This design comes from an exercise in tuning for small area, a short achievable clock period and few clock cycles per item on the open sky130 flow, not from production work. At most, simulation tests tie the RTL to the original design; equivalence was not proved. Only the layout flow was run in run 1; the RTL was not checked for function there. Power is estimated from default activity; no workload was simulated.

$ cat flow/config.mk
export PLATFORM = sky130hd
export DESIGN_NAME = pid_unit
export DESIGN_NICKNAME = pid_unit
export VERILOG_FILES = /design/flow/design.v
export SDC_FILE = /design/flow/constraint.sdc
export NUM_CORES = 4
export LEC_CHECK = 0
export CAP_MARGIN = 20
export CORE_MARGIN = 2
export CORE_UTILIZATION = 40
export SLEW_MARGIN = 20
export SYNTH_HIERARCHICAL = 1
$ cat flow/constraint.sdc
create_clock -name core_clock -period 17.5 [get_ports {clk}]
set_input_delay 3.5000 -clock core_clock [delete_from_list [all_inputs] [get_ports {clk}]]
set_output_delay 3.5000 -clock core_clock [all_outputs]
set_load 0.01 [all_outputs]
$ cat flow/design.v
module pid_in (
    input  wire [31:0] tgt,
    input  wire [31:0] now,
    input  wire [31:0] prev_err,
    input  wire [31:0] prev_time,
    output wire [31:0] e_new,       
    output wire [32:0] s_new,       
    output wire [31:0] dt_new,
    output wire        dt_is0
);
    wire        tgt_min = (tgt == 32'h80000000);
    assign e_new  = tgt_min ? 32'h7FFFFFFF : (32'd0 - tgt);
    wire [32:0] s_min = {prev_err[31], prev_err} + 33'h1_8000_0001;
    wire [32:0] s_add = {tgt[31], tgt} + {prev_err[31], prev_err};
    assign s_new  = tgt_min ? s_min : s_add;
    assign dt_new = now - prev_time;
    assign dt_is0 = (now == prev_time);
endmodule
module pid_booth_dec (
    input  wire [10:0] c,
    input  wire        flip,        
    output wire [4:0]  one,
    output wire [4:0]  two,
    output wire [4:0]  neg
);
    genvar i;
    generate
        for (i = 0; i < 5; i = i + 1) begin : g
            assign one[i] = c[2*i+1] ^ c[2*i];
            assign two[i] = (c[2*i+2] & ~c[2*i+1] & ~c[2*i]) |
                            (~c[2*i+2] & c[2*i+1] & c[2*i]);
            assign neg[i] = c[2*i+2] ^ flip;
        end
    endgenerate
endmodule
module pid_mul (
    input  wire [4:0]  one,
    input  wire [4:0]  two,
    input  wire [4:0]  neg,
    input  wire [32:0] m,
    input  wire        first,
    input  wire [64:0] acc,
    output wire [64:0] acc_nx
);
    wire [34:0] m1 = {{2{m[32]}}, m};
    wire [34:0] m2 = {m[32], m, 1'b0};
    reg  [44:0] rows [0:4];
    reg  [44:0] negs;
    integer bi;
    always @(*) begin
        negs = 45'd0;
        for (bi = 0; bi < 5; bi = bi + 1) begin : booth
            reg [34:0] sel;
            sel = ({35{one[bi]}} & m1) | ({35{two[bi]}} & m2);
            sel = sel ^ {35{neg[bi]}};
            rows[bi] = {{10{sel[34]}}, sel} << (2*bi);
            negs[2*bi] = neg[bi];
        end
    end
    wire [64:0] acc_sh = first ? 65'd0 : {acc[54:0], 10'd0};
    assign acc_nx = acc_sh + {{20{rows[0][44]}}, rows[0]} + {{20{rows[1][44]}}, rows[1]}
                  + {{20{rows[2][44]}}, rows[2]} + {{20{rows[3][44]}}, rows[3]}
                  + {{20{rows[4][44]}}, rows[4]} + {20'd0, negs};
endmodule
module pid_ifin (
    input  wire [47:0] mag,         
    input  wire        neg,
    input  wire [31:0] i_acc,
    input  wire [31:0] maxi,
    output wire [31:0] i_new
);
    wire [49:0] i_sum  = {{18{i_acc[31]}}, i_acc} + ({2'b00, mag} ^ {50{neg}})
                         + {49'd0, neg};
    wire        i_ovf  = (i_sum[49:31] != {19{i_sum[49]}});
    wire [32:0] i_lo   = {i_sum[31], i_sum[31:0]};
    wire [32:0] i_hi_d = {1'b0, maxi} - i_lo;        
    wire [32:0] i_lo_d = i_lo + {1'b0, maxi};        
    wire        i_gt   = i_ovf ? ~i_sum[49] : i_hi_d[32];
    wire        i_lt   = i_ovf ?  i_sum[49] : i_lo_d[32];
    assign i_new = i_gt ? maxi : i_lt ? (32'd0 - maxi) : i_sum[31:0];
endmodule
module pid_norm (
    input  wire [47:0] n,           
    input  wire [4:0]  d_lz,        
    output wire [79:0] rq,          
    output wire [3:0]  k_steps      
);
    function [6:0] lzc64(input [63:0] x);
        reg [31:0] a;
        reg [15:0] b;
        reg [7:0]  c;
        reg [3:0]  d;
        reg [1:0]  e;
        begin
            lzc64[6] = (x == 64'd0);
            lzc64[5] = (x[63:32] == 32'd0);
            a = lzc64[5] ? x[31:0] : x[63:32];
            lzc64[4] = (a[31:16] == 16'd0);
            b = lzc64[4] ? a[15:0] : a[31:16];
            lzc64[3] = (b[15:8] == 8'd0);
            c = lzc64[3] ? b[7:0] : b[15:8];
            lzc64[2] = (c[7:4] == 4'd0);
            d = lzc64[2] ? c[3:0] : c[7:4];
            lzc64[1] = (d[3:2] == 2'd0);
            e = lzc64[1] ? d[1:0] : d[3:2];
            lzc64[0] = ~e[1];
            if (lzc64[6]) lzc64[5:0] = 6'd0;
        end
    endfunction
    wire [6:0] n_lz = lzc64({16'd0, n}) - 7'd16;      
    wire signed [7:0] q_bits = $signed({3'b000, d_lz}) + 8'sd17 - $signed({1'b0, n_lz});
    assign k_steps = (q_bits <= 0) ? 4'd0 : q_bits[5:2] + {3'd0, |q_bits[1:0]};
    wire [3:0]  j_skip = 4'd12 - k_steps;
    wire [79:0] norm0 = {32'd0, n};
    wire [79:0] norm1 = j_skip[0] ? (norm0 << 4)  : norm0;
    wire [79:0] norm2 = j_skip[1] ? (norm1 << 8)  : norm1;
    wire [79:0] norm3 = j_skip[2] ? (norm2 << 16) : norm2;
    assign rq = j_skip[3] ? (norm3 << 32) : norm3;
endmodule
module pid_div (
    input  wire [31:0] rem,
    input  wire [3:0]  bits,
    input  wire [31:0] d,
    input  wire [33:0] d3,
    output wire [31:0] rem_nx,
    output wire [3:0]  q
);
    function [33:0] step4(input [31:0] r, input [1:0] b, input [31:0] dd,
                          input [33:0] dd3);
        reg [33:0] x;
        reg [34:0] t1, t2, t3;
        begin
            x  = {r, b};
            t1 = {1'b0, x} - {3'b000, dd};
            t2 = {1'b0, x} - {2'b00, dd, 1'b0};
            t3 = {1'b0, x} - {1'b0, dd3};
            if (!t3[34])      step4 = {2'd3, t3[31:0]};
            else if (!t2[34]) step4 = {2'd2, t2[31:0]};
            else if (!t1[34]) step4 = {2'd1, t1[31:0]};
            else              step4 = {2'd0, x[31:0]};
        end
    endfunction
    wire [33:0] st1 = step4(rem,        bits[3:2], d, d3);
    wire [33:0] st2 = step4(st1[31:0],  bits[1:0], d, d3);
    assign rem_nx = st2[31:0];
    assign q      = {st1[33:32], st2[33:32]};
endmodule
module pid_fin (
    input  wire [47:0] pmag,
    input  wire        pneg,
    input  wire [31:0] inew,
    input  wire [47:0] dmag,
    input  wire        dneg,
    input  wire        dir_neg,
    output wire [31:0] srv
);
    localparam signed [49:0] LIM = 50'sd3276800;
    wire        na = pneg ^ dir_neg;
    wire        nb = dir_neg;
    wire        nc = dneg ^ dir_neg;
    wire [49:0] ta = {2'b00, pmag} ^ {50{na}};
    wire [49:0] tb = {{18{inew[31]}}, inew} ^ {50{nb}};
    wire [49:0] tc = {2'b00, dmag} ^ {50{nc}};
    wire signed [49:0] raw = ta + tb + tc + {48'd0, na} + {48'd0, nb} + {48'd0, nc};
    assign srv = (raw >  LIM) ? LIM[31:0] :
                 (raw < -LIM) ? -LIM[31:0] : raw[31:0];
endmodule
module pid_unit (
    input  wire        clk,
    input  wire        rst,
    input  wire        cmd_valid,
    output wire        cmd_ready,
    input  wire [3:0]  cmd_op,
    input  wire [31:0] cmd_data,
    input  wire [31:0] cmd_now,
    output reg  [31:0] kp,
    output reg  [31:0] ki,
    output reg  [31:0] kd,
    output reg  [31:0] maxi,
    output reg         dir_neg,
    output reg  [31:0] sgain,
    output reg  [31:0] i_acc,
    output reg  [31:0] prev_err,
    output reg  [31:0] prev_time,
    output reg  [31:0] servo_out,
    output reg         tb_valid,
    output reg         dt_zero,
    output reg  [1:0]  cmd_status
);
    localparam [31:0] KP_INIT     = 32'd52429;    
    localparam [31:0] KI_INIT     = 32'd0;
    localparam [31:0] KD_INIT     = 32'd26214;    
    localparam [31:0] MAXI_INIT   = 32'd327680;   
    localparam        DIRNEG_INIT = 1'b1;
    localparam [31:0] SGAIN_INIT  = 32'd65536;    
    localparam [3:0] OP_NOP = 4'h0, OP_RESET = 4'h1, OP_UPDATE = 4'h2,
                     OP_WR_KP = 4'h3, OP_WR_KI = 4'h4, OP_WR_KD = 4'h5,
                     OP_WR_MAXI = 4'h6, OP_WR_DIR = 4'h7, OP_WR_SGAIN = 4'h8;
    localparam [1:0] ST_OK = 2'd0, ST_RANGE = 2'd1, ST_ILLEGAL = 2'd2;
    reg        rdy;
    assign cmd_ready = rdy;
    wire accept = cmd_valid && rdy;
    reg [32:0] mul_m;       
    reg [31:0] dt_r;        
    reg [33:0] d3_r;        
    reg [4:0]  dlz_r;       
    wire [31:0] e_new, dt_new;
    wire [32:0] s_new;
    wire        dt_is0;
    pid_in u_in (.tgt(cmd_data), .now(cmd_now), .prev_err(prev_err),
                 .prev_time(prev_time), .e_new(e_new), .s_new(s_new),
                 .dt_new(dt_new), .dt_is0(dt_is0));
    reg        m_d, m_i, m_p, m_done;    
    reg [3:0]  dsel;                     
    reg        mfirst;
    reg [64:0] acc;
    reg [4:0]  b_one, b_two, b_neg;      
    reg        d_flip;                   
    reg        neg_i, neg_p, neg_d;      
    function [3:0] start_dig(input [31:0] g);
        begin
            if (g[31:9] == {23{g[31]}})       start_dig = 4'b0001;
            else if (g[31:19] == {13{g[31]}}) start_dig = 4'b0010;
            else if (g[31:29] == {3{g[31]}})  start_dig = 4'b0100;
            else                              start_dig = 4'b1000;
        end
    endfunction
    function [10:0] chunk(input [31:0] g, input [3:0] sel);
        reg [39:0] x;
        begin
            x = {{8{g[31]}}, g};
            chunk = ({11{sel[0]}} & {x[9:0], 1'b0}) |
                    ({11{sel[1]}} & x[19:9]) |
                    ({11{sel[2]}} & x[29:19]) |
                    ({11{sel[3]}} & x[39:29]);
        end
    endfunction
    wire        last_dig = dsel[0];
    wire [3:0]  kd_start = start_dig(kd);
    wire [3:0]  ki_start = start_dig(ki);
    wire [3:0]  kp_start = start_dig(kp);
    wire        nx_d = accept;                          
    wire        nx_i = m_d & last_dig;
    wire        nx_p = m_i & last_dig;
    wire [31:0] nx_g = nx_d ? kd : nx_i ? ki : nx_p ? kp :
                       m_d ? kd : m_i ? ki : kp;
    wire [3:0]  nx_sel = nx_d ? kd_start : nx_i ? ki_start : nx_p ? kp_start :
                         (dsel >> 1);
    wire        nx_flip = nx_g[31] ^ prev_err[31];
    wire [10:0] nx_chunk = chunk(nx_g, nx_sel);
    wire [4:0]  nx_one, nx_two, nx_neg;
    pid_booth_dec u_bd (.c(nx_chunk), .flip(nx_flip & ~nx_d & ~(m_d & ~last_dig)),
                        .one(nx_one), .two(nx_two), .neg(nx_neg));
    wire [4:0]  use_neg = b_neg ^ {5{d_flip & m_d}};
    wire [64:0] acc_nx;
    pid_mul u_mul (.one(b_one), .two(b_two), .neg(use_neg), .m(mul_m),
                   .first(mfirst), .acc(acc), .acc_nx(acc_nx));
    wire [47:0] mag16 = acc[63:16];
    wire [31:0] i_clamped;
    pid_ifin u_ifin (.mag(mag16), .neg(neg_i), .i_acc(i_acc), .maxi(maxi),
                     .i_new(i_clamped));
    reg        v_wait, v_div, v_done;
    reg [31:0] rem_r;
    reg [47:0] quo_r;
    reg [3:0]  vcnt;
    wire [79:0] norm_rq;
    wire [3:0]  k_steps;
    pid_norm u_norm (.n(mag16), .d_lz(dlz_r), .rq(norm_rq), .k_steps(k_steps));
    wire [31:0] rem_nx;
    wire [3:0]  q4;
    pid_div u_div (.rem(rem_r), .bits(quo_r[47:44]), .d(dt_r), .d3(d3_r),
                   .rem_nx(rem_nx), .q(q4));
    function [4:0] lzc32(input [31:0] x);
        integer k;
        begin
            lzc32 = 5'd0;
            for (k = 0; k < 32; k = k + 1)
                if (x[k]) lzc32 = 5'd31 - k[4:0];
        end
    endfunction
    wire [31:0] srv;
    pid_fin u_fin (.pmag(mag16), .pneg(neg_p), .inew(i_acc), .dmag(quo_r),
                   .dneg(neg_d), .dir_neg(dir_neg), .srv(srv));
    wire fin = m_done && v_done;
    always @(posedge clk) begin
        if (rst) begin
            rdy        <= 1'b1;
            m_d        <= 1'b0;
            m_i        <= 1'b0;
            m_p        <= 1'b0;
            m_done     <= 1'b0;
            v_wait     <= 1'b0;
            v_div      <= 1'b0;
            v_done     <= 1'b0;
            kp         <= KP_INIT;
            ki         <= KI_INIT;
            kd         <= KD_INIT;
            maxi       <= MAXI_INIT;
            dir_neg    <= DIRNEG_INIT;
            sgain      <= SGAIN_INIT;
            i_acc      <= 32'd0;
            prev_err   <= 32'd0;
            prev_time  <= 32'd0;
            servo_out  <= 32'd0;
            tb_valid   <= 1'b0;
            dt_zero    <= 1'b0;
            cmd_status <= ST_OK;
        end else begin
            if (accept) begin
                cmd_status <= ST_OK;
                case (cmd_op)
                OP_NOP: ;
                OP_RESET: begin
                    i_acc     <= 32'd0;
                    prev_err  <= 32'd0;
                    prev_time <= cmd_now;
                    servo_out <= 32'd0;
                    dt_zero   <= 1'b0;
                    tb_valid  <= 1'b1;
                end
                OP_UPDATE: begin
                    mul_m     <= s_new;
                    d_flip    <= kd[31] ^ s_new[32];
                    dt_r      <= dt_new;
                    dt_zero   <= dt_is0;
                    prev_err  <= e_new;
                    prev_time <= cmd_now;
                    rdy       <= 1'b0;
                    m_d       <= 1'b1;
                    v_wait    <= 1'b1;
                    mfirst    <= 1'b1;
                    dsel      <= kd_start;
                    b_one     <= nx_one;
                    b_two     <= nx_two;
                    b_neg     <= nx_neg;
                end
                OP_WR_KP: kp <= cmd_data;
                OP_WR_KI: ki <= cmd_data;
                OP_WR_KD: kd <= cmd_data;
                OP_WR_MAXI: begin
                    if (cmd_data[31]) cmd_status <= ST_RANGE;
                    else              maxi       <= cmd_data;
                end
                OP_WR_DIR: begin
                    if (cmd_data[31:1] != 31'd0) cmd_status <= ST_RANGE;
                    else                         dir_neg    <= cmd_data[0];
                end
                OP_WR_SGAIN: sgain <= cmd_data;
                default: cmd_status <= ST_ILLEGAL;
                endcase
            end
            d3_r  <= {2'b00, dt_r} + {1'b0, dt_r, 1'b0};
            dlz_r <= lzc32(dt_r);
            if (m_d || m_i || m_p) begin
                acc    <= acc_nx;
                mfirst <= last_dig;
                dsel   <= nx_sel;
                b_one  <= nx_one;
                b_two  <= nx_two;
                b_neg  <= nx_neg;
                if (last_dig) begin
                    m_d    <= 1'b0;
                    m_i    <= m_d;
                    m_p    <= m_i;
                    m_done <= m_p;
                    if (m_d) begin
                        neg_d <= kd[31] ^ ~mul_m[32];
                        mul_m <= {prev_err[31], prev_err};
                        neg_i <= ki[31] ^ prev_err[31];
                    end
                    if (m_i) neg_p <= kp[31] ^ prev_err[31];
                end
            end
            if (m_p && mfirst) i_acc <= i_clamped;
            if (v_wait && m_i && mfirst) begin
                rem_r  <= norm_rq[79:48];
                quo_r  <= norm_rq[47:0];
                vcnt   <= k_steps;
                v_wait <= 1'b0;
                if (dt_r == 32'd0 || k_steps == 4'd0) begin
                    quo_r  <= 48'd0;
                    v_done <= 1'b1;
                end else begin
                    v_div  <= 1'b1;
                end
            end
            if (v_div) begin
                rem_r <= rem_nx;
                quo_r <= {quo_r[43:0], q4};
                vcnt  <= vcnt - 4'd1;
                if (vcnt == 4'd1) begin
                    v_div  <= 1'b0;
                    v_done <= 1'b1;
                end
            end
            if (fin) begin
                servo_out <= srv;
                m_done    <= 1'b0;
                v_done    <= 1'b0;
                rdy       <= 1'b1;
            end
        end
    end
endmodule
$ cat flow/run.sh
#!/bin/bash
# synth_recipe.tcl (not shown) runs the flow's synth.tcl, then flattens the netlist and writes it again
# the make line also repeats each setting of config.mk as NAME=value (left out here)
make -C /OpenROAD-flow-scripts/flow DESIGN_CONFIG=/design/flow/config.mk WORK_HOME=/design/flow/orfs CLKGATE_MAP_FILE= SYNTH_SCRIPT=/design/flow/synth_recipe.tcl finish
==> results of run 1 <==
-- placed cells by master (no fill, tap or decap), drive strengths merged, types with 67 or more instances in the layout --
master         instances
a211oi                80
a21o                 181
a21oi                831
a22oi                206
a31oi                101
and3                  73
buf                  117
clkbuf                96
clkdlybuf4s50        362
dfxtp                300
edfxtp               276
fa                   269
ha                   609
inv                  600
mux2i                 72
nand2               1195
nand2b                96
nand3                277
nand4                121
nor2                 507
nor2b                 80
nor3                 170
nor4                  98
o211ai                73
o21a                  67
o21ai                411
o21bai                68
xnor2                481
xor2                 272
-- power breakdown --
group | internal [W] | switching (W) | total [W] | leakage, nW
combinational | 0.00188 | 0.00321 | 0.00509 | 24.9
clock | 0.000967 | 0.000717 | 0.00168 | 1.27
sequential | 0.00165 | 0.0000816 | 0.00173 | 4.98
-- flip-flops by register name, summed over array words and instances, names as in the netlist, 32 cells and up --
register	count
acc	64
mul_m	33
quo_r	48
servo_out	32
prev_err	32
d3_r	34
kp	32
i_acc	32
prev_time	32
sgain	32
kd	32
rem_r	32
ki	32
dt_r	32
-- final cells by class --
class,instances,area share
clock buffer,96,0.0261
inverter,593,0.0284
multi-input combinational,7131,0.662
antenna,3,0.0000955
clock inverter,42,0.00742
timing repair buffer,479,0.0573
tap,2325,0.0370
sequential,576,0.182
-- worst paths after layout --
| path | from | end | slack, ns | cells after the start |
|---|---|---|---|---|
| max | acc[55]$_DFFE_PP_ | rem_r[24]$_DFFE_PP_ | 7.59 | 26 |
| min | sgain[4]$_SDFFE_PP0P_ | sgain[4]$_SDFFE_PP0P_ | 0.45 | 2 |
| min reg2reg | sgain[4]$_SDFFE_PP0P_ | sgain[4]$_SDFFE_PP0P_ | 0.45 | 2 |
| max reg2reg | acc[55]$_DFFE_PP_ | rem_r[24]$_DFFE_PP_ | 7.59 | 26 |
-- routing by layer --
metal  track usage  up-vias
li1              -    31700
met1         0.402    33600
met2         0.501     2839
met3        0.0336      555
met4         0.169        0
met5             0        -
-- per-stage QoR --
step,setup slack [ns],hold WS (ns)
global route,6.99,0.473
global placement,7.75,0.440
floorplan,9.41,0.464
finish,7.59,0.452
CTS,7.66,0.455
detailed placement,7.69,0.447
-- worst min-delay path, delay by kind of cell, from the launching register on --
kind,cells,cell delay [ns]
DFF,1,0.31
and+or+nand+nor,1,0.05
AOI/OAI and AO/OA,1,0.05
==> notes.md, run 1 <==
status complete, no violations; first-pass GRT wire length 427000 um; WL met1 119000 um; critical path's slowest cell nand4_1; DR iter-0 viols between 7000 and 8000; Crit. End Element register; IO Pins 365; static leakage 31.2 nW; Num CTS Buffers 75; slowest cell delay on critical path 0.76 ns; Gate Count Post-Synth a little under 9000; CTS H-tree depth 3; Pre-antenna DRT Iters 6; Storage cell area approximately 14000 um2; fmax 101 MHz; CTS tree done; Hold WC Path Type reg2reg; PwrDens between 100 and 150 nW/um2; drt drc 0; cts repair resizes 0; initial antenna violation count 1; Clock Tree Buf Depth 3; Worst-Margin Slew 1.15 ns; CTS root buf clkbuf_16; vias in the first global route between 60000 and 70000; Port-buffer cells 363; clk slew on worst S/H paths about 0.06 ns; Multi-input gate area 52000 um2; Max VDD drop between 0.15 and 0.2 mV; post-route ant nets 0; gr usage total 0.309; met2 WL 131000 um; total wire length 286000 um; routability cong. 0.995; synthesized area 70400 um2; max-cap violations 0; Die Wd 424 um; starting density of the core 0.404; share of cells above drive strength 1 0.0609; Fillers around 17000; Post-DP HPWL 222000 um; Crit path max-delay family simple AND/OR/NAND/NOR gates; DR vias 68700; Die Ht 424 um; CORE AREA ~170000 um2; Max FO, Critical Path 54; dpl cell area 76000 um2; final instance area 78600 um2; CTS Sinks 576; site row count 153; total negative setup slack 0 ns; DR WL met3 between 15000 and 20000 um; Relative slew margins 0.230; DP Cell Count 11100; drt wl/cell 25.4 um; largest net degree at the start of global routing 91; Die Area 179000 um2; RSZ-0062 raised after global routing false; Worst EP arrival 10.38 ns; Synthesis Warnings 11; Final period util 0.566; Post-CTS Hold Fix Bufs 0; skew final 0.0480 ns; Skew-Pair Late Insertion Delay approximately 0.73 ns; via/cell ratio around 6; Slew Limit Fails 0; Hold Vio Cnt, Final 0; final-report setup violation count 0; CP required 17.97 ns; Layout area overhead 11.7%; post-CTS setup buffers 0; Final Non-Filler Cells 11200; buffers plus inverters on the worst setup path 5; type of origin of the critical path register; Finished Core Util 0.451; highest metal used met4; NumNets Final 9805; Avg Cell Area, Syn approximately 8 um2; Tmin final 9.91 ns; kind of critical path reg2reg; gr ovfl total 0; total power about 0.0085 W
==> run 2: changes to the inputs <==
--- a/flow/design.v
+++ b/flow/design.v
@@ -46,3 +46,3 @@
     wire [34:0] m2 = {m[32], m, 1'b0};
-    reg  [44:0] rows [0:4];
+    reg  [64:0] rows [0:4];
     reg  [44:0] negs;
@@ -55,3 +55,3 @@
             sel = sel ^ {35{neg[bi]}};
-            rows[bi] = {{10{sel[34]}}, sel} << (2*bi);
+            rows[bi] = {30'd0, ~sel[34], sel[33:0]} << (2*bi);
             negs[2*bi] = neg[bi];
@@ -59,23 +59,31 @@
     end
+    localparam [64:0] SEXT = 65'd0 - (65'd1 << 34) - (65'd1 << 36) - (65'd1 << 38)
+                           - (65'd1 << 40) - (65'd1 << 42);
     wire [64:0] acc_sh = first ? 65'd0 : {acc[54:0], 10'd0};
-    assign acc_nx = acc_sh + {{20{rows[0][44]}}, rows[0]} + {{20{rows[1][44]}}, rows[1]}
-                  + {{20{rows[2][44]}}, rows[2]} + {{20{rows[3][44]}}, rows[3]}
-                  + {{20{rows[4][44]}}, rows[4]} + {20'd0, negs};
+    assign acc_nx = acc_sh + rows[0] + rows[1] + rows[2] + rows[3] + rows[4]
+                  + {20'd0, negs} + SEXT;
 endmodule
-module pid_ifin (
-    input  wire [47:0] mag,         
-    input  wire        neg,
-    input  wire [31:0] i_acc,
-    input  wire [31:0] maxi,
-    output wire [31:0] i_new
+module pid_sum (
+    input  wire [47:0] mag,
+    input  wire        a_neg,
+    input  wire [31:0] b,
+    input  wire        b_neg,
+    input  wire [47:0] c,
+    input  wire        c_en,
+    input  wire        c_neg,
+    input  wire [31:0] bound,       
+    output wire [31:0] y
 );
-    wire [49:0] i_sum  = {{18{i_acc[31]}}, i_acc} + ({2'b00, mag} ^ {50{neg}})
-                         + {49'd0, neg};
-    wire        i_ovf  = (i_sum[49:31] != {19{i_sum[49]}});
-    wire [32:0] i_lo   = {i_sum[31], i_sum[31:0]};
-    wire [32:0] i_hi_d = {1'b0, maxi} - i_lo;        
-    wire [32:0] i_lo_d = i_lo + {1'b0, maxi};        
-    wire        i_gt   = i_ovf ? ~i_sum[49] : i_hi_d[32];
-    wire        i_lt   = i_ovf ?  i_sum[49] : i_lo_d[32];
-    assign i_new = i_gt ? maxi : i_lt ? (32'd0 - maxi) : i_sum[31:0];
+    wire        cn = c_en & c_neg;
+    wire [49:0] ta = {2'b00, mag} ^ {50{a_neg}};
+    wire [49:0] tb = {{18{b[31]}}, b} ^ {50{b_neg}};
+    wire [49:0] tc = ({2'b00, c} & {50{c_en}}) ^ {50{cn}};
+    wire [49:0] raw = ta + tb + tc + {48'd0, a_neg} + {48'd0, b_neg} + {48'd0, cn};
+    wire        ovf  = (raw[49:31] != {19{raw[49]}});
+    wire [32:0] lo   = {raw[31], raw[31:0]};
+    wire [32:0] hi_d = {1'b0, bound} - lo;           
+    wire [32:0] lo_d = lo + {1'b0, bound};           
+    wire        gt   = ovf ? ~raw[49] : hi_d[32];
+    wire        lt   = ovf ?  raw[49] : lo_d[32];
+    assign y = gt ? bound : lt ? (32'd0 - bound) : raw[31:0];
 endmodule
@@ -147,22 +155,2 @@
 endmodule
-module pid_fin (
-    input  wire [47:0] pmag,
-    input  wire        pneg,
-    input  wire [31:0] inew,
-    input  wire [47:0] dmag,
-    input  wire        dneg,
-    input  wire        dir_neg,
-    output wire [31:0] srv
-);
-    localparam signed [49:0] LIM = 50'sd3276800;
-    wire        na = pneg ^ dir_neg;
-    wire        nb = dir_neg;
-    wire        nc = dneg ^ dir_neg;
-    wire [49:0] ta = {2'b00, pmag} ^ {50{na}};
-    wire [49:0] tb = {{18{inew[31]}}, inew} ^ {50{nb}};
-    wire [49:0] tc = {2'b00, dmag} ^ {50{nc}};
-    wire signed [49:0] raw = ta + tb + tc + {48'd0, na} + {48'd0, nb} + {48'd0, nc};
-    assign srv = (raw >  LIM) ? LIM[31:0] :
-                 (raw < -LIM) ? -LIM[31:0] : raw[31:0];
-endmodule
 module pid_unit (
@@ -258,5 +246,8 @@
     wire [47:0] mag16 = acc[63:16];
-    wire [31:0] i_clamped;
-    pid_ifin u_ifin (.mag(mag16), .neg(neg_i), .i_acc(i_acc), .maxi(maxi),
-                     .i_new(i_clamped));
+    localparam [31:0] LIM = 32'd3276800;    
+    wire [31:0] sum_y;
+    pid_sum u_sum (.mag(mag16), .a_neg(m_done ? neg_p ^ dir_neg : neg_i),
+                   .b(i_acc), .b_neg(m_done & dir_neg),
+                   .c(quo_r), .c_en(m_done), .c_neg(neg_d ^ dir_neg),
+                   .bound(m_done ? LIM : maxi), .y(sum_y));
     reg        v_wait, v_div, v_done;
@@ -280,5 +271,2 @@
     endfunction
-    wire [31:0] srv;
-    pid_fin u_fin (.pmag(mag16), .pneg(neg_p), .inew(i_acc), .dmag(quo_r),
-                   .dneg(neg_d), .dir_neg(dir_neg), .srv(srv));
     wire fin = m_done && v_done;
@@ -373,3 +361,3 @@
             end
-            if (m_p && mfirst) i_acc <= i_clamped;
+            if (m_p && mfirst) i_acc <= sum_y;
             if (v_wait && m_i && mfirst) begin
@@ -396,3 +384,3 @@
             if (fin) begin
-                servo_out <= srv;
+                servo_out <= sum_y;
                 m_done    <= 1'b0;
==> notes.md, run 2 <==
Skew-Pair Late Insertion Delay 0.71 ns (was 0.73 ns); buffers plus inverters on the worst setup path 5 (unchanged); Crit. End Element register (unchanged); CTS H-tree depth 3 (unchanged); Final period util 0.566 (about the same); Finished Core Util 0.450 (was 0.451); Post-CTS Hold Fix Bufs 0 (unchanged); DR iter-0 viols 5508 (was 7222); largest net degree at the start of global routing 112 (was 91); slowest cell delay on critical path 0.75 ns (was 0.76 ns); max reg flops 64 (unchanged); CORE AREA 162000 um2 (was 174000 um2); Gate Count Post-Synth 7983 (was 8800); largest register by flop count acc (unchanged); CTS root buf clkbuf_16 (unchanged); Cell Int Power 0.00378 W (was 0.00450 W); Avg Cell Area, Syn 8.16 um2 (was 8.00 um2); Pre-antenna DRT Iters 6 (unchanged); total wire length 245000 um (was 286000 um); IO Pins 365 (unchanged); drt drc 0 (unchanged); Worst Hold End sgain[9]$_SDFFE_PP0P_ (was sgain[4]$_SDFFE_PP0P_); drt wl/cell 23.9 um (was 25.4 um); skew final 0.0640 ns (was 0.0480 ns); Slew Limit Fails 0 (unchanged); most frequent cells in the layout nand2_1 (1059), a21oi_1 (730), ha_1 (675) (was nand2_1 (1191), a21oi_1 (824), ha_1 (608)); Worst-Margin Slew 1.08 ns (was 1.15 ns); Tmin final 9.90 ns (was 9.91 ns); Min Hold Slack 0.454 ns (was 0.452 ns); kind of critical path reg2reg (unchanged); CTS Sinks 576 (unchanged); cts repair resizes 0 (unchanged); Post-DP HPWL 193000 um (was 222000 um); Max VDD drop 0.0948 mV (was 0.155 mV); combinational share of power 0.494 (was 0.599); Clock power frac 0.248 (was 0.198); gr usage total 0.284 (was 0.309); Layout area overhead 12.1% (was 11.7%); static leakage 29.6 nW (was 31.2 nW); Clock Tree Buf Depth 3 (unchanged); DP Cell Count 10100 (was 11100); R2R Path End rem_r[19]$_DFFE_PP_ (was rem_r[24]$_DFFE_PP_); n_diodes 0 (was 3); CTS tree done (unchanged); site row count 148 (was 153); Max FO, Critical Path 54 (unchanged); Hold Vio Cnt, Final 0 (unchanged); post-CTS setup buffers 0 (unchanged); routability cong. 0.985 (was 0.995); vias in the first global route 59600 (was 66100); reg-to-reg slack, setup 7.60 ns (was 7.59 ns); Crit path max-delay family simple AND/OR/NAND/NOR gates (unchanged); Die Area 166000 um2 (was 179000 um2); Num CTS Buffers 73 (was 75); Worst EP arrival 10.32 ns (was 10.38 ns); dpl cell area 70400 um2 (was 76000 um2); clk slew on worst S/H paths 0.06 ns (about the same); status complete, no violations (unchanged); Seq pwr share 0.258 (was 0.204); starting density of the core 0.401 (was 0.404); hold-critical path depth 2 (unchanged); DR WL met3 16600 um (was 18700 um); total negative setup slack 0 ns (unchanged); first-pass GRT wire length 368000 um (was 427000 um); met2 WL 116000 um (was 131000 um); RSZ-0062 raised after global routing false (unchanged); Die Ht 407 um (was 424 um); final instance area 73000 um2 (was 78600 um2); gr ovfl total 0 (unchanged); Worst Reg-to-Reg Cells 27 (was 26); NumNets Final 8971 (was 9805); PwrDens 88.1 nW/um2 (was 108 nW/um2); highest metal used met5 (was met4); Fillers 16200 (was 17400); post-route ant nets 0 (unchanged); Port-buffer cells 363 (unchanged); CP required 17.92 ns (was 17.97 ns); Final Non-Filler Cells 10300 (was 11200); final-report setup violation count 0 (unchanged); Hold WC Path Type reg2reg (unchanged); Hold Path Origin sgain[9]$_SDFFE_PP0P_ (was sgain[4]$_SDFFE_PP0P_); switch share 0.412 (was 0.471); via/cell ratio 5.99 (was 6.11); DR vias 61500 (was 68700); Storage cell area 14300 um2 (unchanged); biggest regs acc: 64 flops, quo_r: 48 flops, d3_r: 34 flops (unchanged); synthesized area 65100 um2 (was 70400 um2); reg2reg start acc[52]$_DFFE_PP_ (was acc[55]$_DFFE_PP_); max-cap violations 0 (unchanged); share of cells above drive strength 1 0.0608 (was 0.0609); Multi-input gate area 47400 um2 (was 52000 um2); Relative slew margins 0.281 (was 0.230); fmax 101 MHz (about the same); WL met1 99300 um (was 119000 um); commonest non-fill, non-tap cell in the layout nand2_1 (unchanged); critical path's slowest cell nand4_1 (unchanged); Die Wd 407 um (was 424 um); switching pwr 0.00265 W (was 0.00401 W); type of origin of the critical path register (unchanged); initial antenna violation count 6 (was 1); Synthesis Warnings 11 (unchanged)
run 2: worst max-delay path by stage:
stage	from	endpoint	cells past startpoint
floorplan	rst	quo_r[0]$_DFFE_PP_	3
global placement	acc[59]$_DFFE_PP_	rem_r[19]$_DFFE_PP_	27
detailed placement	acc[52]$_DFFE_PP_	rem_r[19]$_DFFE_PP_	27
CTS	acc[52]$_DFFE_PP_	rem_r[19]$_DFFE_PP_	27
global route	acc[52]$_DFFE_PP_	rem_r[19]$_DFFE_PP_	27
finish	acc[52]$_DFFE_PP_	rem_r[19]$_DFFE_PP_	27
run 2: metrics by stage:
| step | power, W | setup WS [ns] |
|---|---|---|
| final | 0.00643 | 7.60 |
| after global routing | 0.00684 | 7.00 |
| after CTS | 0.00642 | 7.70 |
| after detailed placement | 0.00480 | 7.79 |
| after global placement | 0.00478 | 7.84 |
| after floorplan | 0.00402 | 9.55 |
run 2: area by class of cell:
class / count / area share
clock buffer: 101 / 0.0289
clock inverter: 29 / 0.00520
inverter: 424 / 0.0219
multi-input combinational: 6497 / 0.650
sequential: 576 / 0.196
tap: 2175 / 0.0373
timing repair buffer: 465 / 0.0605
run 2: power by group through the flow:
stage          combinational (W)  clock, W  sequential, W
5_1_grt                  0.00351   0.00167        0.00166
6_report                 0.00318   0.00159        0.00166
4_1_cts                  0.00314   0.00162        0.00166
3_5_place_dp             0.00312         0        0.00169
2_1_floorplan            0.00238         0        0.00164
3_3_place_gp             0.00309         0        0.00169
run 2: worst min-delay path, delay by kind of cell (launching register included):
kind | cells | cell delay (ns)
compound gates | 1 | 0.05
flops | 1 | 0.30
simple gates | 1 | 0.05
run 2: layer usage:
layer  GRT usage  vias up
li1            -    28900
met1       0.350    29800
met2       0.478     2317
met3      0.0478      517
met4       0.140        6
met5           0        -
Testbench counts of run 2, summed over its fixed seeds: cycles 13,832, items 1,600.
==> run 3: changes to the inputs <==
--- a/flow/design.v
+++ b/flow/design.v
@@ -12,5 +12,22 @@
     assign e_new  = tgt_min ? 32'h7FFFFFFF : (32'd0 - tgt);
-    wire [32:0] s_min = {prev_err[31], prev_err} + 33'h1_8000_0001;
-    wire [32:0] s_add = {tgt[31], tgt} + {prev_err[31], prev_err};
-    assign s_new  = tgt_min ? s_min : s_add;
+    wire [32:0] a = {tgt[31], tgt[31:1], tgt[0] | tgt_min};
+    wire [32:0] b = {prev_err[31], prev_err};
+    wire [32:0] g0 = a & b, p0 = a ^ b;
+    reg  [32:0] g, p, gn, pn;
+    integer k, lv;
+    always @(*) begin
+        g = g0; p = p0;
+        for (lv = 1; lv < 64; lv = lv * 2) begin
+            for (k = 0; k < 33; k = k + 1) begin
+                if (k >= lv) begin
+                    gn[k] = g[k] | (p[k] & g[k-lv]);
+                    pn[k] = p[k] & p[k-lv];
+                end else begin
+                    gn[k] = g[k]; pn[k] = p[k];
+                end
+            end
+            g = gn; p = pn;
+        end
+    end
+    assign s_new = p0 ^ {g[31:0], 1'b0};
     assign dt_new = now - prev_time;
@@ -91,3 +108,3 @@
     input  wire [47:0] n,           
-    input  wire [4:0]  d_lz,        
+    input  wire [4:0]  d_bl,        
     output wire [79:0] rq,          
@@ -117,6 +134,6 @@
     endfunction
-    wire [6:0] n_lz = lzc64({16'd0, n}) - 7'd16;      
-    wire signed [7:0] q_bits = $signed({3'b000, d_lz}) + 8'sd17 - $signed({1'b0, n_lz});
-    assign k_steps = (q_bits <= 0) ? 4'd0 : q_bits[5:2] + {3'd0, |q_bits[1:0]};
-    wire [3:0]  j_skip = 4'd12 - k_steps;
+    wire [6:0] n_lz  = lzc64({16'd0, n}) - 7'd16;      
+    wire [6:0] zsum  = n_lz + {2'b00, d_bl};
+    wire [3:0] j_skip = zsum[5:2];
+    assign k_steps = zsum[6] || (zsum[5:4] == 2'b11) ? 4'd0 : 4'd12 - j_skip;
     wire [79:0] norm0 = {32'd0, n};
@@ -190,6 +207,6 @@
     wire accept = cmd_valid && rdy;
-    reg [32:0] mul_m;       
+    reg [32:0] s_r;         
     reg [31:0] dt_r;        
     reg [33:0] d3_r;        
-    reg [4:0]  dlz_r;       
+    reg [4:0]  dbl_r;       
     wire [31:0] e_new, dt_new;
@@ -205,4 +222,4 @@
     reg [4:0]  b_one, b_two, b_neg;      
-    reg        d_flip;                   
-    reg        neg_i, neg_p, neg_d;      
+    reg        neg_d;                    
+    reg        sa_neg, sb_neg, sc_en, sc_neg, s_fin;    
     function [3:0] start_dig(input [31:0] g);
@@ -241,3 +258,5 @@
                         .one(nx_one), .two(nx_two), .neg(nx_neg));
-    wire [4:0]  use_neg = b_neg ^ {5{d_flip & m_d}};
+    wire        d_flip  = m_d & (kd[31] ^ s_r[32]);
+    wire [4:0]  use_neg = b_neg ^ {5{d_flip}};
+    wire [32:0] mul_m   = m_d ? s_r : {prev_err[31], prev_err};
     wire [64:0] acc_nx;
@@ -248,6 +267,5 @@
     wire [31:0] sum_y;
-    pid_sum u_sum (.mag(mag16), .a_neg(m_done ? neg_p ^ dir_neg : neg_i),
-                   .b(i_acc), .b_neg(m_done & dir_neg),
-                   .c(quo_r), .c_en(m_done), .c_neg(neg_d ^ dir_neg),
-                   .bound(m_done ? LIM : maxi), .y(sum_y));
+    pid_sum u_sum (.mag(mag16), .a_neg(sa_neg), .b(i_acc), .b_neg(sb_neg),
+                   .c(quo_r), .c_en(sc_en), .c_neg(sc_neg),
+                   .bound(s_fin ? LIM : maxi), .y(sum_y));
     reg        v_wait, v_div, v_done;
@@ -258,3 +276,3 @@
     wire [3:0]  k_steps;
-    pid_norm u_norm (.n(mag16), .d_lz(dlz_r), .rq(norm_rq), .k_steps(k_steps));
+    pid_norm u_norm (.n(mag16), .d_bl(dbl_r), .rq(norm_rq), .k_steps(k_steps));
     wire [31:0] rem_nx;
@@ -309,5 +327,2 @@
                 OP_UPDATE: begin
-                    mul_m     <= s_new;
-                    d_flip    <= kd[31] ^ s_new[32];
-                    dt_r      <= dt_new;
                     dt_zero   <= dt_is0;
@@ -318,7 +333,2 @@
                     v_wait    <= 1'b1;
-                    mfirst    <= 1'b1;
-                    dsel      <= kd_start;
-                    b_one     <= nx_one;
-                    b_two     <= nx_two;
-                    b_neg     <= nx_neg;
                 end
@@ -339,23 +349,7 @@
             end
-            d3_r  <= {2'b00, dt_r} + {1'b0, dt_r, 1'b0};
-            dlz_r <= lzc32(dt_r);
-            if (m_d || m_i || m_p) begin
-                acc    <= acc_nx;
-                mfirst <= last_dig;
-                dsel   <= nx_sel;
-                b_one  <= nx_one;
-                b_two  <= nx_two;
-                b_neg  <= nx_neg;
-                if (last_dig) begin
-                    m_d    <= 1'b0;
-                    m_i    <= m_d;
-                    m_p    <= m_i;
-                    m_done <= m_p;
-                    if (m_d) begin
-                        neg_d <= kd[31] ^ ~mul_m[32];
-                        mul_m <= {prev_err[31], prev_err};
-                        neg_i <= ki[31] ^ prev_err[31];
-                    end
-                    if (m_i) neg_p <= kp[31] ^ prev_err[31];
-                end
+            if ((m_d || m_i || m_p) && last_dig) begin
+                m_d    <= 1'b0;
+                m_i    <= m_d;
+                m_p    <= m_i;
+                m_done <= m_p;
             end
@@ -363,21 +357,9 @@
             if (v_wait && m_i && mfirst) begin
-                rem_r  <= norm_rq[79:48];
-                quo_r  <= norm_rq[47:0];
-                vcnt   <= k_steps;
                 v_wait <= 1'b0;
-                if (dt_r == 32'd0 || k_steps == 4'd0) begin
-                    quo_r  <= 48'd0;
-                    v_done <= 1'b1;
-                end else begin
-                    v_div  <= 1'b1;
-                end
+                if (dt_r == 32'd0 || k_steps == 4'd0) v_done <= 1'b1;
+                else                                  v_div  <= 1'b1;
             end
-            if (v_div) begin
-                rem_r <= rem_nx;
-                quo_r <= {quo_r[43:0], q4};
-                vcnt  <= vcnt - 4'd1;
-                if (vcnt == 4'd1) begin
-                    v_div  <= 1'b0;
-                    v_done <= 1'b1;
-                end
+            if (v_div && vcnt == 4'd1) begin
+                v_div  <= 1'b0;
+                v_done <= 1'b1;
             end
@@ -390,2 +372,48 @@
         end
+    end
+    wire upd_acc = accept && (cmd_op == OP_UPDATE);
+    always @(posedge clk) begin
+        if (upd_acc) begin
+            s_r    <= s_new;
+            dt_r   <= dt_new;
+            mfirst <= 1'b1;
+            dsel   <= kd_start;
+            b_one  <= nx_one;
+            b_two  <= nx_two;
+            b_neg  <= nx_neg;
+        end
+        d3_r  <= {2'b00, dt_r} + {1'b0, dt_r, 1'b0};
+        dbl_r <= 5'd31 - lzc32(dt_r);
+        if (m_d || m_i || m_p) begin
+            acc    <= acc_nx;
+            mfirst <= last_dig;
+            dsel   <= nx_sel;
+            b_one  <= nx_one;
+            b_two  <= nx_two;
+            b_neg  <= nx_neg;
+            if (last_dig && m_d) begin
+                neg_d  <= kd[31] ^ ~s_r[32];
+                sa_neg <= ki[31] ^ prev_err[31];
+                sb_neg <= 1'b0;
+                sc_en  <= 1'b0;
+                s_fin  <= 1'b0;
+            end
+            if (last_dig && m_p) begin
+                sa_neg <= kp[31] ^ prev_err[31] ^ dir_neg;
+                sb_neg <= dir_neg;
+                sc_en  <= 1'b1;
+                sc_neg <= neg_d ^ dir_neg;
+                s_fin  <= 1'b1;
+            end
+        end
+        if (v_wait && m_i && mfirst) begin
+            rem_r <= norm_rq[79:48];
+            quo_r <= (dt_r == 32'd0 || k_steps == 4'd0) ? 48'd0 : norm_rq[47:0];
+            vcnt  <= k_steps;
+        end
+        if (v_div) begin
+            rem_r <= rem_nx;
+            quo_r <= {quo_r[43:0], q4};
+            vcnt  <= vcnt - 4'd1;
+        end
     end
==> flow/flow/run.sh (new file) <==
#!/bin/bash
set -euo pipefail
bash standard.sh SETUP_SLACK_MARGIN=11.7 finish > make.log 2>&1
==> flow/standard.sh (new file) <==
#!/bin/bash
# synth_recipe.tcl (not shown) runs the flow's synth.tcl, then flattens the netlist and writes it again
# the make line also repeats each setting of config.mk as NAME=value (left out here)
make -C /OpenROAD-flow-scripts/flow DESIGN_CONFIG=/design/flow/config.mk WORK_HOME=/design/flow/orfs CLKGATE_MAP_FILE= SYNTH_SCRIPT=/design/flow/synth_recipe.tcl "${@:-finish}"
removed: flow/run.sh
==> notes.md, run 3 <==
Worst EP arrival 7.71 ns (was 10.32 ns); total negative setup slack 0 ns (unchanged); vias in the first global route 64700 (was 59600); static leakage 34.4 nW (was 29.6 nW); buffers plus inverters on the worst setup path 7 (was 5); Crit. End Element register (unchanged); DR iter-0 viols 7086 (was 5508); Max FO, Critical Path 7 (was 54); Hold Path Origin tb_valid$_SDFFE_PP0P_ (was sgain[9]$_SDFFE_PP0P_); slowest cell delay on critical path 0.48 ns (was 0.75 ns); final-report setup violation count 0 (unchanged); largest net degree at the start of global routing 111 (was 112); Die Area 164000 um2 (was 166000 um2); biggest regs acc: 64 flops, quo_r: 48 flops, d3_r: 34 flops (unchanged); Crit path max-delay family compound AO/OA/AOI/OAI gates (was simple AND/OR/NAND/NOR gates); skew final 0.0582 ns (was 0.0640 ns); drt wl/cell 27.2 um (was 23.9 um); Finished Core Util 0.538 (was 0.450); Hold WC Path Type reg2reg (unchanged); total power 0.00743 W (was 0.00643 W); CTS root buf clkbuf_16 (unchanged); initial antenna violation count 16 (was 6); Worst Reg-to-Reg Cells 30 (was 27); hold-critical path depth 2 (unchanged); Layout area overhead 34.0% (was 12.1%); synthesized area 64400 um2 (was 65100 um2); Slew Limit Fails 0 (unchanged); Synthesis Warnings 12 (was 11); largest register by flop count acc (unchanged); Post-CTS Hold Fix Bufs 0 (unchanged); Fillers 14500 (was 16200); CORE AREA 160000 um2 (was 162000 um2); Pre-antenna DRT Iters 8 (was 6); Seq pwr share 0.210 (was 0.258); share of cells above drive strength 1 0.224 (was 0.0608); max-cap violations 0 (unchanged); Max VDD drop 0.107 mV (was 0.0948 mV); Relative slew margins 0.0615 (was 0.281); CTS Sinks 577 (was 576); R2R Path End servo_out[16]$_SDFFE_PP0P_ (was rem_r[19]$_DFFE_PP_); Worst Hold End tb_valid$_SDFFE_PP0P_ (was sgain[9]$_SDFFE_PP0P_); kind of critical path reg2reg (unchanged); Tmin final 7.10 ns (was 9.90 ns); status complete, no violations (unchanged); Clock power frac 0.219 (was 0.248); Hold Vio Cnt, Final 0 (unchanged); Clock Tree Buf Depth 3 (unchanged); via/cell ratio 6.18 (was 5.99); most used cell, CP o211ai_1; Die Ht 405 um (was 407 um); Num CTS Buffers 75 (was 73); most frequent cells in the layout nand2_1 (971), a21oi_1 (607), ha_1 (516) (was nand2_1 (1059), a21oi_1 (730), ha_1 (675)); switch share 0.420 (was 0.412); CP Launch Point sc_neg$_DFFE_PP_ (was acc[52]$_DFFE_PP_); starting density of the core 0.402 (was 0.401); RSZ-0062 raised after global routing true (was false); PwrDens 86.2 nW/um2 (was 88.1 nW/um2); fmax 141 MHz (was 101 MHz); CTS tree done (unchanged); CP required 18.12 ns (was 17.92 ns); reg-to-reg slack, setup 10.40 ns (was 7.60 ns); drt drc 0 (unchanged); Worst-Margin Slew 1.41 ns (was 1.08 ns); Post-DP HPWL 209000 um (was 193000 um); Skew-Pair Late Insertion Delay 0.75 ns (was 0.71 ns); Cell Int Power 0.00431 W (was 0.00378 W); critical path's slowest cell fa_1 (was nand4_1); max reg flops 64 (unchanged); commonest non-fill, non-tap cell in the layout nand2_1 (unchanged); gr usage total 0.344 (was 0.284); combinational share of power 0.571 (was 0.494); switching pwr 0.00312 W (was 0.00265 W); total wire length 296000 um (was 245000 um); final instance area 86200 um2 (was 73000 um2); Final period util 0.405 (was 0.566); gr ovfl total 0 (unchanged); Gate Count Post-Synth 7901 (was 7983); Die Wd 405 um (was 407 um); DR vias 67300 (was 61500); Avg Cell Area, Syn 8.15 um2 (was 8.16 um2); Port-buffer cells 363 (unchanged); CTS H-tree depth 3 (unchanged); clk slew on worst S/H paths 0.06 ns (about the same); dpl cell area 70600 um2 (was 70400 um2); type of origin of the critical path register (unchanged); NumNets Final 9579 (was 8971); first-pass GRT wire length 426000 um (was 368000 um); site row count 147 (was 148); routability cong. 1.04 (was 0.985); reg2reg start sc_neg$_DFFE_PP_ (was acc[52]$_DFFE_PP_); post-route ant nets 0 (unchanged); IO Pins 365 (unchanged)
run 3: how the worst max path moves through the flow:
stage / slack (ns) / cells after the start / endpoint
after floorplan: 11.01 / 16 / s_r[28]$_DFFE_PP_
after global placement: 8.72 / 16 / s_r[28]$_DFFE_PP_
after detailed placement: 8.64 / 16 / s_r[28]$_DFFE_PP_
after CTS: 10.65 / 37 / i_acc[25]$_SDFFE_PP0P_
after global routing: 10.23 / 37 / servo_out[20]$_SDFFE_PP0P_
final: 10.40 / 30 / servo_out[16]$_SDFFE_PP0P_
run 3: power by group through the flow:
| stage | Clock [W] | Sequential, W | Combinational, W |
|---|---|---|---|
| 2_1_floorplan | 0 | 0.00157 | 0.00194 |
| 3_3_place_gp | 0 | 0.00160 | 0.00272 |
| 3_5_place_dp | 0 | 0.00160 | 0.00273 |
| 4_1_cts | 0.00165 | 0.00156 | 0.00368 |
| 5_1_grt | 0.00169 | 0.00156 | 0.00450 |
| 6_report | 0.00163 | 0.00156 | 0.00425 |
run 3: per-layer routing:
layer | global-route usage | share of wire | vias up
li1 | - | - | 30000
met1 | 0.428 | 0.39 | 32700
met2 | 0.538 | 0.44 | 3557
met3 | 0.0865 | 0.10 | 940
met4 | 0.200 | 0.068 | 14
met5 | 0.0137 | 0.00050 | -
run 3: timing repair:
action | in CTS | in global routing
cloned | 41 | 6
buffers inserted | 431 | 165
pin swaps | 342 | 287
gates resized for setup | 956 | 562
setup endpoints to repair | 409 | 282
run 3: worst register-to-register path, delay by kind of cell, from the launching register on:
family / cells / cell delay (ns)
AO/OA/AOI/OAI: 10 / 2.28
XOR/XNOR: 3 / 0.49
adder cells (fa/ha/maj): 4 / 1.53
flip-flops: 1 / 0.45
AND/OR/NAND/NOR: 6 / 1.21
buffers and inverters: 7 / 1.06
run 3: final cells by class:
type | count | area, um2 | area share
antenna | 9 | 22.5 | 0.000261
clock buffer | 103 | 2140 | 0.0248
clock inverter | 33 | 382 | 0.00443
inverter | 444 | 1750 | 0.0203
multi-input combinational | 6465 | 54100 | 0.628
sequential | 577 | 13900 | 0.162
tap | 2160 | 2700 | 0.0313
timing repair buffer | 1084 | 11100 | 0.129
timing repair inverter | 2 | 27.5 | 0.000319
run 3: per-stage QoR:
| stage | hold slack, ns | std cells | setup WS, ns |
|---|---|---|---|
| finish | 0.452 | 10900 | 10.40 |
| global route | 0.476 | 10900 | 10.23 |
| CTS | 0.451 | 10700 | 10.65 |
| detailed placement | 0.442 | 10100 | 8.64 |
| global placement | 0.437 | 10100 | 8.72 |
| floorplan | 0.464 | 7907 | 11.01 |
Testbench counts of run 3, summed over its fixed seeds: cycles 13,832, items 1,600.
==> run 4: changes to the inputs <==
==> flow/flow/run.sh (replaced) <==
#!/bin/bash
set -euo pipefail
bash standard.sh SETUP_SLACK_MARGIN=9.8 finish > make.log 2>&1
==> notes.md, run 4 <==
Synthesis Warnings 12 (unchanged); Port-buffer cells 363 (unchanged); Multi-input gate area 47700 um2 (was 54100 um2); site row count 147 (unchanged); CTS Sinks 577 (unchanged); Tmin final 7.53 ns (was 7.10 ns); max reg flops 64 (unchanged); gr ovfl total 0 (unchanged); CTS tree done (unchanged); largest register by flop count acc (unchanged); reg2reg start rem_r[14]$_DFFE_PP_ (was sc_neg$_DFFE_PP_); post-route ant nets 0 (unchanged); DR iter-0 viols 6403 (was 7086); skew final 0.0586 ns (was 0.0582 ns); Slew Limit Fails 0 (unchanged); Post-CTS Hold Fix Bufs 0 (unchanged); Finished Core Util 0.461 (was 0.538); Cell Int Power 0.00357 W (was 0.00431 W); combinational share of power 0.457 (was 0.571); Final period util 0.430 (was 0.405); PwrDens 82.5 nW/um2 (was 86.2 nW/um2); Clock power frac 0.287 (was 0.219); CP required 17.97 ns (was 18.12 ns); via/cell ratio 6.08 (was 6.18); Pre-antenna DRT Iters 9 (was 8); switch share 0.414 (was 0.420); initial antenna violation count 15 (was 16); Gate Count Post-Synth 7901 (unchanged); static leakage 29.8 nW (was 34.4 nW); CORE AREA 160000 um2 (unchanged); Worst EP arrival 8.00 ns (was 7.71 ns); Max VDD drop 0.0770 mV (was 0.107 mV); Hold Path Origin tb_valid$_SDFFE_PP0P_ (unchanged); switching pwr 0.00252 W (was 0.00312 W); vias in the first global route 59700 (was 64700); most frequent cells in the layout nand2_1 (1047), a21oi_1 (691), ha_1 (661) (was nand2_1 (971), a21oi_1 (607), ha_1 (516)); Relative slew margins 0.248 (was 0.0615); gr usage total 0.313 (was 0.344); largest net degree at the start of global routing 107 (was 111); Storage cell area 13900 um2 (about the same); IO Pins 365 (unchanged); drt drc 0 (unchanged); kind of critical path in2reg (was reg2reg); routability cong. 1.02 (was 1.04); Seq pwr share 0.256 (was 0.210); NumNets Final 9002 (was 9579); total negative setup slack 0 ns (unchanged); first-pass GRT wire length 392000 um (was 426000 um); Post-DP HPWL 207000 um (was 209000 um); fmax 133 MHz (was 141 MHz); max-cap violations 0 (unchanged); Max FO, Critical Path 9 (was 7); starting density of the core 0.402 (unchanged); commonest non-fill, non-tap cell in the layout nand2_1 (unchanged); total wire length 265000 um (was 296000 um); share of cells above drive strength 1 0.0749 (was 0.224); final-report setup violation count 0 (unchanged); synthesized area 64400 um2 (unchanged); status complete, no violations (unchanged); Die Area 164000 um2 (unchanged); DR vias 62600 (was 67300); type of origin of the critical path input port (was register); Worst Hold End tb_valid$_SDFFE_PP0P_ (unchanged); reg-to-reg slack, setup 9.99 ns (was 10.40 ns); Skew-Pair Late Insertion Delay 0.73 ns (was 0.75 ns); Die Wd 405 um (unchanged); Crit. End Element register (unchanged); R2R Path End rem_r[11]$_DFFE_PP_ (was servo_out[16]$_SDFFE_PP0P_); Hold WC Path Type reg2reg (unchanged); RSZ-0062 raised after global routing false (was true); Worst Reg-to-Reg Cells 23 (was 30); Num CTS Buffers 75 (unchanged); Clock Tree Buf Depth 3 (unchanged); hold-critical path depth 2 (unchanged); dpl ws 8.71 ns (was 8.64 ns); Worst-Margin Slew 1.13 ns (was 1.41 ns); Fillers 15800 (was 14500); CTS H-tree depth 3 (unchanged); Layout area overhead 14.7% (was 34.0%); biggest regs acc: 64 flops, quo_r: 48 flops, d3_r: 34 flops (unchanged); Avg Cell Area, Syn 8.15 um2 (unchanged); clk slew on worst S/H paths 0.06 ns (about the same); drt wl/cell 25.8 um (was 27.2 um); Min Hold Slack 0.446 ns (was 0.452 ns); Setup WS post-layout 9.97 ns (was 10.40 ns); CTS root buf clkbuf_16 (unchanged); Hold Vio Cnt, Final 0 (unchanged); Die Ht 405 um (unchanged)
run 4: worst max-delay path, cell delays in order:
cell and delay [ns]:
clkdlybuf4s50_1 0.83, nor4_1 0.52, nor2b_1 0.37, and4_1 0.25, nand3_1 0.20, nand2_1 0.25
ha_1 0.23, fa_1 0.26, a211oi_1 0.10, nor2_1 0.19, o21ai_1 0.23, a211oi_1 0.25
and3b_1 0.27, a31oi_1 0.27, o21ai_0 0.14, xnor2_1 0.14
run 4: layout make-up:
cell class	instances	area share
tap	2160	0.0366
clock inverter	43	0.00869
clock buffer	97	0.0290
timing repair buffer	525	0.0678
inverter	444	0.0228
sequential	577	0.189
multi-input combinational	6449	0.646
antenna	4	0.000136
run 4: worst max-delay path by stage:
stage,start,end,slack [ns],cells past startpoint
after floorplan,sc_neg$_DFFE_PP_,i_acc[7]$_SDFFE_PP0P_,10.59,34
after global placement,cmd_data[1],s_r[18]$_DFFE_PP_,8.73,18
after detailed placement,quo_r[46]$_DFFE_PP_,rem_r[11]$_DFFE_PP_,8.71,26
after CTS,dt_r[27]$_DFFE_PP_,rem_r[11]$_DFFE_PP_,9.72,26
after global routing,s_fin$_SDFFCE_PP1P_,i_acc[11]$_SDFFE_PP0P_,9.78,33
final,cmd_data[22],s_r[28]$_DFFE_PP_,9.97,16
run 4: layer usage:
metal  track usage  vias to the layer above  routed length, um
met4         0.133                        8              12800
met2         0.496                     2702             119000
li1              -                    28900                  -
met1         0.424                    30500             115000
met5             0                        -                 41
met3        0.0482                      540              19200
run 4: power by group through the flow:
stage | Clock, W | Combinational, W | Sequential (W)
finish | 0.00175 | 0.00278 | 0.00156
global route | 0.00183 | 0.00304 | 0.00156
CTS | 0.00178 | 0.00270 | 0.00156
detailed placement | 0 | 0.00267 | 0.00159
global placement | 0 | 0.00267 | 0.00159
floorplan | 0 | 0.00189 | 0.00157
run 4: per-stage QoR:
step	instances	instance area [um2]	power, W
5_1_grt	10300	73800	0.00644
3_3_place_gp	10100	69900	0.00425
3_5_place_dp	10100	70000	0.00426
2_1_floorplan	7907	64400	0.00346
4_1_cts	10300	73000	0.00604
6_report	10300	73800	0.00609
run 4: what timing repair did:
| item | CTS | global route |
|---|---|---|
| endpoints found under the hold margin | 0 | 0 |
| setup endpoints to repair | 111 | 153 |
| gates cloned | 1 | 2 |
| pin swaps | 6 | 13 |
| resized for setup | 39 | 107 |
| setup buffers | 10 | 31 |
==> run 5: changes to the inputs <==
==> flow/flow/run.sh (replaced) <==
#!/bin/bash
set -euo pipefail
bash standard.sh SETUP_SLACK_MARGIN=10.5 finish > make.log 2>&1
==> notes.md, run 5 <==
status complete, no violations (unchanged); Layout area overhead 19.7% (was 14.7%); static leakage 30.9 nW (was 29.8 nW); post-route ant nets 0 (unchanged); Tmin final 6.95 ns (was 7.53 ns); Worst Hold End tb_valid$_SDFFE_PP0P_ (unchanged); max reg flops 64 (unchanged); Final Non-Filler Cells 10500 (was 10300); Pre-antenna DRT Iters 8 (was 9); routability cong. 1.02 (unchanged); hold-critical path depth 2 (unchanged); Relative slew margins 0.251 (was 0.248); Hold WC Path Type reg2reg (unchanged); via/cell ratio 6.09 (was 6.08); first-pass GRT wire length 396000 um (was 392000 um); Worst-Margin Slew 1.12 ns (was 1.13 ns); reg-to-reg slack, setup 10.55 ns (was 9.99 ns); Max VDD drop 0.0777 mV (was 0.0770 mV); CTS Sinks 577 (unchanged); IO Pins 365 (unchanged); Avg Cell Area, Syn 8.15 um2 (unchanged); skew final 0.0613 ns (was 0.0586 ns); Port-buffer cells 363 (unchanged); DP Cell Count 10100 (unchanged); CTS H-tree depth 3 (unchanged); CP required 18.05 ns (was 17.97 ns); kind of critical path reg2reg (was in2reg); fmax 144 MHz (was 133 MHz); Clock Tree Buf Depth 3 (unchanged); Worst Reg-to-Reg Cells 25 (was 23); Num CTS Buffers 75 (unchanged); starting density of the core 0.402 (unchanged); Slew Limit Fails 0 (unchanged); initial antenna violation count 12 (was 15); NumNets Final 9184 (was 9002); max-cap violations 0 (unchanged); largest register by flop count acc (unchanged); Final period util 0.397 (was 0.430); Post-CTS Hold Fix Bufs 0 (unchanged); biggest regs acc: 64 flops, quo_r: 48 flops, d3_r: 34 flops (unchanged); synthesized area 64400 um2 (unchanged); Skew-Pair Late Insertion Delay 0.73 ns (about the same); largest net degree at the start of global routing 107 (unchanged); Fillers 15600 (was 15800); DR iter-0 viols 6552 (was 6403); total power 0.00629 W (was 0.00609 W); drt wl/cell 25.9 um (was 25.8 um); Post-DP HPWL 207000 um (unchanged); drt drc 0 (unchanged); site row count 147 (unchanged); DR vias 63800 (was 62600); CTS tree done (unchanged); final-report setup violation count 0 (unchanged); Hold Path Origin tb_valid$_SDFFE_PP0P_ (unchanged); commonest non-fill, non-tap cell in the layout nand2_1 (unchanged); R2R Path End i_acc[19]$_SDFFE_PP0P_ (was rem_r[11]$_DFFE_PP_); Die Ht 405 um (unchanged); Finished Core Util 0.481 (was 0.461); PwrDens 81.7 nW/um2 (was 82.5 nW/um2); total wire length 272000 um (was 265000 um); Hold Vio Cnt, Final 0 (unchanged); clk slew on worst S/H paths 0.07 ns (was 0.06 ns); gr ovfl total 0 (unchanged); vias in the first global route 60500 (was 59700); Crit. End Element register (unchanged); CORE AREA 160000 um2 (unchanged); Max FO, Critical Path 13 (was 9); reg2reg start sc_neg$_DFFE_PP_ (was rem_r[14]$_DFFE_PP_); Synthesis Warnings 12 (unchanged); type of origin of the critical path register (was input port); Die Wd 405 um (unchanged); total negative setup slack 0 ns (unchanged); share of cells above drive strength 1 0.119 (was 0.0749); Worst EP arrival 7.49 ns (was 8.00 ns); Die Area 164000 um2 (unchanged); RSZ-0062 raised after global routing true (was false); most frequent cells in the layout nand2_1 (1035), a21oi_1 (664), ha_1 (616) (was nand2_1 (1047), a21oi_1 (691), ha_1 (661)); Min Hold Slack 0.446 ns (about the same); gr usage total 0.317 (was 0.313); Gate Count Post-Synth 7901 (unchanged); CTS root buf clkbuf_16 (unchanged)
-- run 5: power breakdown --
group	total (W)	internal (W)	switching, W	leakage (nW)
registers	0.00156	0.00151	0.0000423	4.91
clock network	0.00175	0.00102	0.000734	1.34
logic	0.00298	0.00115	0.00183	24.7
total	0.00629	0.00368	0.00261	30.9
-- run 5: cell type report --
cell class	instances	area, um2	area share
antenna	3	7.51	0.0000974
inverter	444	1690	0.0219
multi-input combinational	6454	49300	0.640
clock buffer	97	2140	0.0278
timing repair buffer	702	6640	0.0862
clock inverter	43	642	0.00833
sequential	577	13900	0.181
tap	2160	2700	0.0351
-- run 5: layer usage --
metal | GRT usage | up-vias | wire [um] | share of wire
met3 | 0.0500 | 545 | 20500 | 0.075
met1 | 0.426 | 31100 | 117000 | 0.43
met2 | 0.502 | 2895 | 122000 | 0.45
met4 | 0.138 | 6 | 12800 | 0.047
met5 | 0 | - | 39 | 0.00014
li1 | - | 29200 | - | -
-- run 5: worst max-delay path: stages (launching register included) --
cell and delay [ns]:
edfxtp_1 0.38, buf_6 0.16, buf_12 0.16, xor2_1 0.14, and2_1 0.20, fa_1 0.51
ha_1 0.33, ha_4 0.33, nand4_1 0.26, a2111oi_4 0.47, a221oi_4 0.19, o221ai_4 0.29
buf_4 0.19, xor2_4 0.33, ha_1 0.38, nand4_1 0.15, nor4_2 0.08, a221oi_2 0.29
o21ai_1 0.10, or3_4 0.44, xnor2_4 0.34, nor3_4 0.13, or4_1 0.57, o2111a_1 0.18
nand2_1 0.08, a21oi_1 0.06
-- run 5: worst max path at each step --
| stage | cells after the start | startpoint | slack [ns] | to |
|---|---|---|---|---|
| after CTS | 28 | sc_neg$_DFFE_PP_ | 10.44 | i_acc[19]$_SDFFE_PP0P_ |
| after global routing | 26 | sc_neg$_DFFE_PP_ | 10.40 | i_acc[19]$_SDFFE_PP0P_ |
| final | 25 | sc_neg$_DFFE_PP_ | 10.55 | i_acc[19]$_SDFFE_PP0P_ |
| after global placement | 18 | cmd_data[1] | 8.73 | s_r[18]$_DFFE_PP_ |
| after detailed placement | 26 | quo_r[46]$_DFFE_PP_ | 8.71 | rem_r[11]$_DFFE_PP_ |
| after floorplan | 34 | sc_neg$_DFFE_PP_ | 10.59 | i_acc[7]$_SDFFE_PP0P_ |
-- run 5: repair_timing --
| action | in CTS | in global routing |
|---|---|---|
| buffers inserted | 67 | 145 |
| endpoints found under the setup margin | 181 | 192 |
| cloned | 8 | 6 |
| resized for setup | 213 | 273 |
| pin swaps | 44 | 109 |
-- run 5: metrics by stage --
step	cell area, um2	setup slack, ns
5_1_grt	77000	10.40
3_3_place_gp	69900	8.73
2_1_floorplan	64400	10.59
6_report	77000	10.55
4_1_cts	74500	10.44
3_5_place_dp	70000	8.71

-- what the ideal ports hide --
Ports are ideal in the flow. The routed layouts listed here were re-timed in OpenROAD. Step 1 (the two cells are an assumption about what drives the block):
set clk [get_ports {clk}]
set_driving_cell -lib_cell sky130_fd_sc_hd__clkbuf_16 $clk
set_driving_cell -lib_cell sky130_fd_sc_hd__buf_2 [delete_from_list [all_inputs] $clk]
Step 2 also shifts input and output timing later by t, the mid clock arrival at the registers, as if the neighbouring blocks saw the same clock. Three values: no drivers, after step 1, after step 2; two values: the first two.
run | shift t [ns] | slack for setup (ns) | worst register clock-pin slew, ns | worst slew at a driven data input, ns
run 1 | 0.791 | 7.587 / 7.587 / 7.587 | 0.07 / 0.07 | 0.11
run 2 | 0.758 | 7.603 / 7.603 / 7.603 | 0.07 / 0.07 | 0.10
run 3 | 0.801 | 10.404 / 10.404 / 10.404 | 0.07 / 0.07 | 0.16
run 4 | 0.774 | 9.973 / 9.994 / 9.247 | 0.07 / 0.07 | 0.09
run 5 | 0.779 | 10.555 / 10.555 / 9.856 | 0.07 / 0.07 | 0.10
After both steps setup and hold are still met in every run listed. The setup slack of run 4, which loses most, moves by +0.021 ns with the drivers and by -0.726 ns with both steps.
